Context: an optimization exercise on an open-source flow, tuned for small area, a short achievable clock period and few clock cycles per item. The choices shown serve that exercise and are no tape-out recipe. At most, simulation tests tie the RTL to the original design; equivalence was not proved. Power is estimated from default activity; no workload was simulated.

==> inputs of v13 <==
Design bsc_fxu, start of the top module:
module bsc_fxu (
    input  wire        clk,
    input  wire        rst,         
    input  wire        cmd_valid,
    output wire        cmd_ready,
    input  wire [31:0] cmd,
    input  wire [31:0] arg0,
    input  wire [31:0] arg1,
    output reg         done,
    output reg  [3:0]  err,
    output reg  [31:0] res0,
    output reg  [31:0] res1,
    output reg  [31:0] res2
);
clock: 13.0 ns
lec_check: 0
cap_margin: 20
core_margin: 2
core_utilization: 40
slew_margin: 20
run.sh (not shown) runs the stock make flow with config.mk's settings and CLKGATE_MAP_FILE= SYNTH_SCRIPT=/design/flow/synth_recipe.tcl, a recipe that flattens the netlist after the stock synthesis.
==> inputs of v33, as changes to v13 <==
--- a/flow/design.v
+++ b/flow/design.v
@@ -9,15 +9,15 @@
     output reg         done,
     output reg  [3:0]  err,
     output reg  [31:0] res0,
     output reg  [31:0] res1,
     output reg  [31:0] res2
 );
     localparam integer R_MUL  = 4;                   
-    localparam integer R_DIV  = 3;                   
+    localparam integer R_DIV  = 2;                   
     localparam integer DSTEPS = ((33 + R_DIV - 1) / R_DIV) * R_DIV;   
     localparam integer XW     = (DSTEPS > 33) ? DSTEPS : 33;
     localparam integer MW     = 34 + R_MUL;          
     localparam [2:0] E_NONE     = 3'd0;
     localparam [2:0] E_INVALID  = 3'd1;
     localparam [2:0] E_DIV0     = 3'd3;
     localparam [2:0] E_OVERFLOW = 3'd4;
@@ -41,22 +41,37 @@
     assign cmd_ready = !busy;
     wire [31:0] a = X[31:0];
     wire [31:0] b = Y;
     wire b_size = !b[31] && (b[30:15] == 16'd0) && (b[14:0] != 15'd0);
     wire a_size = !a[31] && (a[30:15] == 16'd0) && (a[14:0] != 15'd0);
     wire map_ok = !a[31] && (a[30:15] == 16'd0) && (a[14:0] != 15'h7FFF) &&
                   !b[31] && (b != 32'd0);
-    wire [32:0] as_r   = {a[31], a} + ({b[31], b} ^ {33{o_sub}}) + {32'd0, o_sub};
+    reg  [32:0] as_x;
+    reg         as_s;
+    always @* begin
+        as_x = {a[31], a};
+        as_s = o_sub | o_clamp;
+        if (o_neigh) begin
+            as_x = {{17{a[31]}}, a[31:16]};
+            as_s = 1'b1;
+        end
+        if (o_div | o_step) begin
+            as_x = 33'd0;
+            as_s = b[31];
+        end
+    end
+    wire [32:0] as_r   = as_x + ({b[31], b} ^ {33{as_s}}) + {32'd0, as_s};
     wire        as_ovf = as_r[32] ^ as_r[31];
+    wire [31:0] abs_b  = as_r[31:0];
     wire fromi_ok = (a[31:15] == 17'd0) || (a[31:15] == 17'h1FFFF);
     wire [14:0] bm1     = b[14:0] - 15'd1;
-    wire        a_ge_b  = (a[30:15] != 16'd0) || (a[14:0] >= b[14:0]);
+    wire        a_ge_b  = !as_r[32];
     wire [31:0] clamp_r = a[31] ? 32'd0 : (a_ge_b ? {17'd0, bm1} : a);
-    wire        ni_ge_n  = (a[30:16] >= b[14:0]);
-    wire        ni_ge_n1 = (a[30:16] >= bm1);
+    wire        ni_ge_n  = !as_r[32];
+    wire        ni_ge_n1 = !as_r[32] || (&as_r);
     wire [14:0] ni_p1    = a[30:16] + 15'd1;
     wire [14:0] neigh_r0 = a[31] ? 15'd0 : (ni_ge_n  ? bm1 : a[30:16]);
     wire [14:0] neigh_r1 = a[31] ? 15'd0 : (ni_ge_n1 ? bm1 : ni_p1);
     wire        f_s = a[31];
     wire [7:0]  f_e = a[30:23];
     wire [22:0] f_m = a[22:0];
     wire        f_nan = (f_e == 8'hFF) && (f_m != 23'd0);
@@ -80,34 +95,47 @@
         end else begin
             rsh = -f_sh;
             if (rsh >= 10'd32) begin
                 tofix_mag  = 32'd0;
                 tofix_lost = (f_mant != 24'd0);
             end else begin
                 tofix_mag  = {8'd0, f_mant} >> rsh[4:0];
-                tofix_lost = (({8'd0, f_mant} << (6'd32 - {1'b0, rsh[4:0]})) != 32'd0);
+                tofix_lost = ((f_mant & ~({24{1'b1}} << rsh[4:0])) != 24'd0);
             end
         end
     end
     wire        tofix_ovf = tofix_big && !(f_s && (f_sh == 10'sd8) && (f_mant == 24'h800000));
-    wire [31:0] tofix_r = f_s ? ((~tofix_mag) + {31'd0, !tofix_lost}) : tofix_mag;
-    wire [31:0] abs_a = a[31] ? (32'd0 - a) : a;
-    wire [31:0] abs_b = b[31] ? (32'd0 - b) : b;
+    wire [31:0] t_norm = X[31:0] << Y[4:0];
+    wire        t_rest = (t_norm[7:0] != 8'd0);
+    wire [7:0]  t_exp  = 8'd142 - {3'd0, Y[4:0]};
+    wire [DSTEPS-1:0] q = X[DSTEPS-1:0];
+    wire        div_ovf = (q[DSTEPS-1:32] != 0) || (q[31] && (!sgn || (q[30:0] != 31'd0)));
+    reg  [31:0] u_v;
+    reg         u_inv;
+    reg         u_cin;
+    always @* begin
+        if (ph_fin) begin
+            u_v = q[31:0]; u_inv = sgn; u_cin = sgn;
+        end else if (ph_flt) begin
+            u_v = {1'b0, t_exp, t_norm[30:8]}; u_inv = 1'b0; u_cin = sgn & t_rest;
+        end else if (o_tofix) begin
+            u_v = tofix_mag; u_inv = f_s; u_cin = f_s & !tofix_lost;
+        end else begin
+            u_v = a; u_inv = a[31]; u_cin = a[31];
+        end
+    end
+    wire [31:0] u_out = (u_v ^ {32{u_inv}}) + {31'd0, u_cin};
+    wire [31:0] abs_a = u_out;
     reg  [4:0]  t_lz;
     integer     i;
     always @* begin
         t_lz = 5'd0;
         for (i = 0; i < 32; i = i + 1)
             if (abs_a[i]) t_lz = 5'd31 - i[4:0];
     end
-    wire [31:0] t_norm = X[31:0] << Y[4:0];
-    wire        t_rest = (t_norm[7:0] != 8'd0);
-    wire [7:0]  t_exp  = 8'd142 - {3'd0, Y[4:0]};
-    wire [30:0] t_body = {t_exp, t_norm[30:8]} + {30'd0, sgn & t_rest};
-    wire [31:0] toflt_r = (X[31:0] == 32'd0) ? 32'd0 : {sgn, t_body};
     wire        m_last = ph_mul && (cnt == 5'd0);
     wire signed [MW-1:0] m_r  = {{(MW-33){R[32]}}, R};
     wire signed [MW-1:0] m_k  = (ph_exec && o_center) ? -32768 : 0;
     wire signed [MW-1:0] m_y  = {{(MW-32){Y[31]}}, Y};
     wire        m_neg = m_last & X[R_MUL-1];
     wire signed [MW-1:0] m_pp0 = X[0] ? (m_y <<< 0) : {MW{1'b0}};
     wire signed [MW-1:0] m_pp1 = X[1] ? (m_y <<< 1) : {MW{1'b0}};
@@ -125,17 +153,14 @@
         for (j = 0; j < R_DIV; j = j + 1) begin
             d_t = {d_rem, d_x[DSTEPS-1]} - {1'b0, Y};
             if (!d_t[32]) d_rem = d_t[31:0];
             else          d_rem = {d_rem[30:0], d_x[DSTEPS-1]};
             d_x = {d_x[XW-2:0], !d_t[32]};
         end
     end
-    wire [DSTEPS-1:0] q = X[DSTEPS-1:0];
-    wire        div_ovf = (q[DSTEPS-1:32] != 0) || (q[31] && (!sgn || (q[30:0] != 31'd0)));
-    wire [31:0] div_r   = sgn ? (32'd0 - q[31:0]) : q[31:0];
     wire [7:0] opc = cmd[7:0];
     wire       hz  = (cmd[31:8] == 24'd0);
     always @(posedge clk) begin
         if (rst) begin
             busy    <= 1'b0;
             done    <= 1'b0;
             ph_exec <= 1'b0;
@@ -224,15 +249,15 @@
                 sgn    <= a[31];
             end else begin
                 X <= {XW{1'b0}};
                 Y <= 32'd0;
                 if (o_tofix) begin
                     if (f_nan)                   err_q <= E_INVALID;
                     else if (f_inf || tofix_ovf) err_q <= E_OVERFLOW;
-                    else                         X[31:0] <= tofix_r;
+                    else                         X[31:0] <= u_out;
                 end else if (o_fromi) begin
                     if (fromi_ok) X[31:0] <= {a[15:0], 16'd0};
                     else          err_q   <= E_OVERFLOW;
                 end else if (o_add || o_sub) begin
                     if (!as_ovf) X[31:0] <= as_r[31:0];
                     else         err_q   <= E_OVERFLOW;
                 end else if (o_int) begin
@@ -266,17 +291,17 @@
             cnt <= cnt - 5'd1;
             R   <= {1'b0, d_rem};
             X   <= d_x;
         end else if (ph_fin) begin
             Y <= 32'd0;
             X <= {XW{1'b0}};
             if (div_ovf) err_q   <= E_OVERFLOW;
-            else         X[31:0] <= div_r;
+            else         X[31:0] <= u_out;
         end else if (ph_flt) begin
-            X <= {{(XW-32){1'b0}}, toflt_r};
+            X <= {{(XW-32){1'b0}}, (X[31:0] == 32'd0) ? 32'd0 : {sgn, u_out[30:0]}};
             Y <= 32'd0;
         end
     end
     wire mul_ovf = k_cen ? (!R[32] && ((R[31:15] != 17'd0) || ((&R[14:0]) && X[31])))
                          : !((R[32:15] == 18'd0) || (&R[32:15]));
     always @* begin
         if (k_mres) begin
==> comparison table <==
	v33	v13
Outcome	timing/DRC/antenna clean	timing/DRC/antenna clean
Met3 wire length	25.0 mm	23.4 mm
Max transition margin	13.8%	12.6%
Top fanout value on the critical path	54	30
Met1 Wirelength	66.8 mm	68.7 mm
Vias in the first global route	32500	34100
Core Footprint	74600 um2	81800 um2
Combinational cell fraction of total power	83.9%	89.6%
Number of cells on the worst reg-to-reg path	33	35
Clock network fraction of total power	7.0%	4.2%
Area share of the largest cell type after synthesis	12.4%	11.3%
Met2 track demand over resource in global routing	56.9%	54.8%
Largest stage delay, worst path	0.59 ns	0.88 ns
Multiplexer share of the synthesized area	6.66%	7.71%
Switching power of the nets	0.00440 W	0.00740 W
GRT Util Overall	41.9%	38.5%
DRT Wirelength	167 mm	169 mm
Slowest cell on the critical path	sky130_fd_sc_hd__buf_4	sky130_fd_sc_hd__edfxtp_1
Share of synthesized cell area in and, or, nand and nor gates	21.8%	19.8%
Arrival time of data at the critical path endpoint	10.75 ns	12.15 ns
Testbench counts of v33, summed over its fixed seeds: cycles 45,880, items 9,600.
No functional check of the RTL was part of v13.

static timing again, ports no longer ideal:
The flow's constraints put no driver on any port. The routed layouts listed below were extracted and timed again, unchanged, in two steps. Step 1: set_driving_cell puts a clkbuf_16 on clk and a buf_2 on each other input, an assumption about the parent block. Step 2 adds t to the input delays and takes it off the output delays; t is the mean of the earliest and latest rising clock arrival at the registers after step 1. Input paths then give back, and output paths get back, about the clock's delay inside the block. Three values: ideal ports, drivers, drivers and shift; two values: the first two.
run | t (ns) | slack for setup (ns) | worst setup path after step 2 | worst register clock-pin slew, ns | pins driven straight from the clock port
v13 | 0.555 | 1.049 / 1.049 / 1.049 | register to register | 0.08 / 0.08 | 1
v33 | 0.554 | 2.581 / 2.581 / 2.581 | register to register | 0.08 / 0.08 | 1
After both steps setup and hold are still met in every run listed.
